From an optimization exercise on the open Yosys and OpenROAD flow, aimed at small area, a short achievable clock period and few clock cycles; shortcuts taken in it are not production practice. Only simulation tests tie the RTL to the original design; equivalence was not proved. Power figures rest on the tool's default switching activity, not on a simulated workload.

## vm20_core
module vm20_core (
    input  wire        clk,
    input  wire        rst,           
    input  wire [7:0]  exec_start,    
    output reg         mem_req,
    output reg         mem_we,
    output reg  [7:0]  mem_addr,
    output reg  [19:0] mem_wdata,
    input  wire        mem_ready,
    input  wire [19:0] mem_rdata,
    input  wire        in_valid,
    input  wire [7:0]  in_data,
    input  wire        in_eof,
    input  wire        in_err,
    output reg         in_take,
    output reg         out_valid,
    output reg         out_kind,      
    output reg  [19:0] out_data,
    input  wire        out_ready,
    input  wire        out_err,
    output wire [2:0]  status,
    output wire [7:0]  pc,
    output wire [19:0] r0,
    output wire [19:0] r1,
    output wire [19:0] r2,
    output wire [19:0] r3
);
export LEC_CHECK = 0
export ABC_AREA = 1
export CAP_MARGIN = 20
export CORE_MARGIN = 2
export CORE_UTILIZATION = 35
export CTS_BUF_LIST = sky130_fd_sc_hd__clkbuf_8
export SETUP_SLACK_MARGIN = 3.0
export SLEW_MARGIN = 20
create_clock -name core_clock -period 8.0 [get_ports {clk}]
standard.sh (not shown) runs the stock make flow with config.mk's settings and CLKGATE_MAP_FILE= SYNTH_SCRIPT=/design/flow/synth_recipe.tcl, a recipe that flattens the netlist after the stock synthesis.
==> flow/flow/run.sh <==
#!/bin/bash
# The standard layout (the standard.sh, all ORFS steps unchanged), except that the
# port buffers ORFS inserts on every input and output are plain sky130_fd_sc_hd__buf_2
# cells instead of the delay buffers buffer_ports picks by default.
set -euo pipefail
bash standard.sh finish "BUFFER_PORTS_ARGS=-buffer_cell sky130_fd_sc_hd__buf_2" > flow_make.log 2>&1
Testbench counts at the start, summed over its fixed seeds: cycles 84,204.
==> next run, changes <==
--- a/flow/config.mk
+++ b/flow/config.mk
@@ -11,3 +11,2 @@
 export CORE_UTILIZATION = 35
-export CTS_BUF_LIST = sky130_fd_sc_hd__clkbuf_8
 export SETUP_SLACK_MARGIN = 3.0
Wire length went down by 0.30%.
Setup slack improves by 0.12 ns.
Core utilization went up by 0.39 points.
Clock power went up by 14%.
Fmax went up by 2.3%.
Non-clock buffer count went up by 6.
Critical path depth went down by 3.
Via count went down by 0.33%.
==> next run, changes <==
--- a/flow/config.mk
+++ b/flow/config.mk
@@ -11,3 +11,5 @@
 export CORE_UTILIZATION = 35
+export CTS_BUF_LIST = sky130_fd_sc_hd__clkbuf_8
 export SETUP_SLACK_MARGIN = 3.0
 export SLEW_MARGIN = 20
+export TNS_END_PERCENT = 0
Result: The new run completed without violations; sequential power is about the same; clock-buffer cell count is higher by 19; cell area is lower by 2.1%; power is lower by 1.3%; non-clock buffer count is higher by 1; synthesized area does not change; global-route usage is higher by 3.2 points; first-iteration DRC count is higher by 2.1%; cell count is higher by 0.58%; core utilization is lower by 0.85 points.


vm20_core, a different RTL version from the one above (not shown whole).
Size in the first run: about 4500 cells after synthesis, ~230 flip-flops, ~190 I/O pins.
// vm20_core
module vm20_core (
    input  wire        clk,
    input  wire        rst,           
    input  wire [7:0]  exec_start,    
    output reg         mem_req,
    output reg         mem_we,
    output reg  [7:0]  mem_addr,
    output reg  [19:0] mem_wdata,
    input  wire        mem_ready,
    input  wire [19:0] mem_rdata,
    input  wire        in_valid,
    input  wire [7:0]  in_data,
    input  wire        in_eof,
    input  wire        in_err,
    output reg         in_take,
    output reg         out_valid,
    output reg         out_kind,      
    output reg  [19:0] out_data,
    input  wire        out_ready,
    input  wire        out_err,
    output wire [2:0]  status,
    output wire [7:0]  pc,
    output wire [19:0] r0,
    output wire [19:0] r1,
    output wire [19:0] r2,
    output wire [19:0] r3
);
export LEC_CHECK = 0
export ABC_AREA = 1
export CAP_MARGIN = 20
export CORE_MARGIN = 2
export CORE_UTILIZATION = 35
export SETUP_SLACK_MARGIN = 3.0
export SLEW_MARGIN = 20
create_clock -name core_clock -period 8.0 [get_ports {clk}]
Scripts as last shown in full above: flow/flow/run.sh
The baseline went through all stages and came out clean.
Testbench counts at the start, summed over its fixed seeds: cycles 82,288.
Rerun with:
--- a/flow/config.mk
+++ b/flow/config.mk
@@ -11,0 +12 @@
+export CTS_BUF_LIST = sky130_fd_sc_hd__clkbuf_8
After rerunning:
- clock power drops by about 10%
- worst setup slack gets better by 0.026 ns
- maximum frequency goes up by 0.52%
- total power goes down by 0.32%
- clock skew barely changes

afterwards: timing with drivers on the ports:
How much do the figures lean on ideal ports? The routed layouts below were timed once more, with nothing changed but the port constraints.
Step 1 (the two cells are an assumption about what drives the block):
set clk [get_ports {clk}]
set_driving_cell -lib_cell sky130_fd_sc_hd__clkbuf_16 $clk
set_driving_cell -lib_cell sky130_fd_sc_hd__buf_2 [delete_from_list [all_inputs] $clk]
Step 2 also shifts input and output timing later by t, the mid clock arrival at the registers, as if the neighbouring blocks saw the same clock.
a / b / c = ideal ports / drivers / drivers and shift; a / b = the first two.
run | shift t [ns] | setup slack, ns | worst hold slack (ns)
the first run of note 1 | 0.783 | 2.777 / 2.710 / 2.363 | 0.480 / 0.480 / 0.480
the second run of note 1 | 0.714 | 2.895 / 2.826 / 2.305 | 0.481 / 0.481 / 0.481
the third run of note 1 | 0.769 | 2.715 / 2.651 / 2.142 | 0.485 / 0.485 / 0.485
the first run of note 2 | 0.692 | 2.839 / 2.770 / 2.441 | 0.501 / 0.501 / 0.501
the second run of note 2 | 0.748 | 2.865 / 2.800 / 2.247 | 0.500 / 0.500 / 0.500
After both steps setup and hold are still met in every run listed. The setup slack of the second run of note 2, which loses most, moves by -0.065 ns with the drivers and by -0.618 ns with both steps.
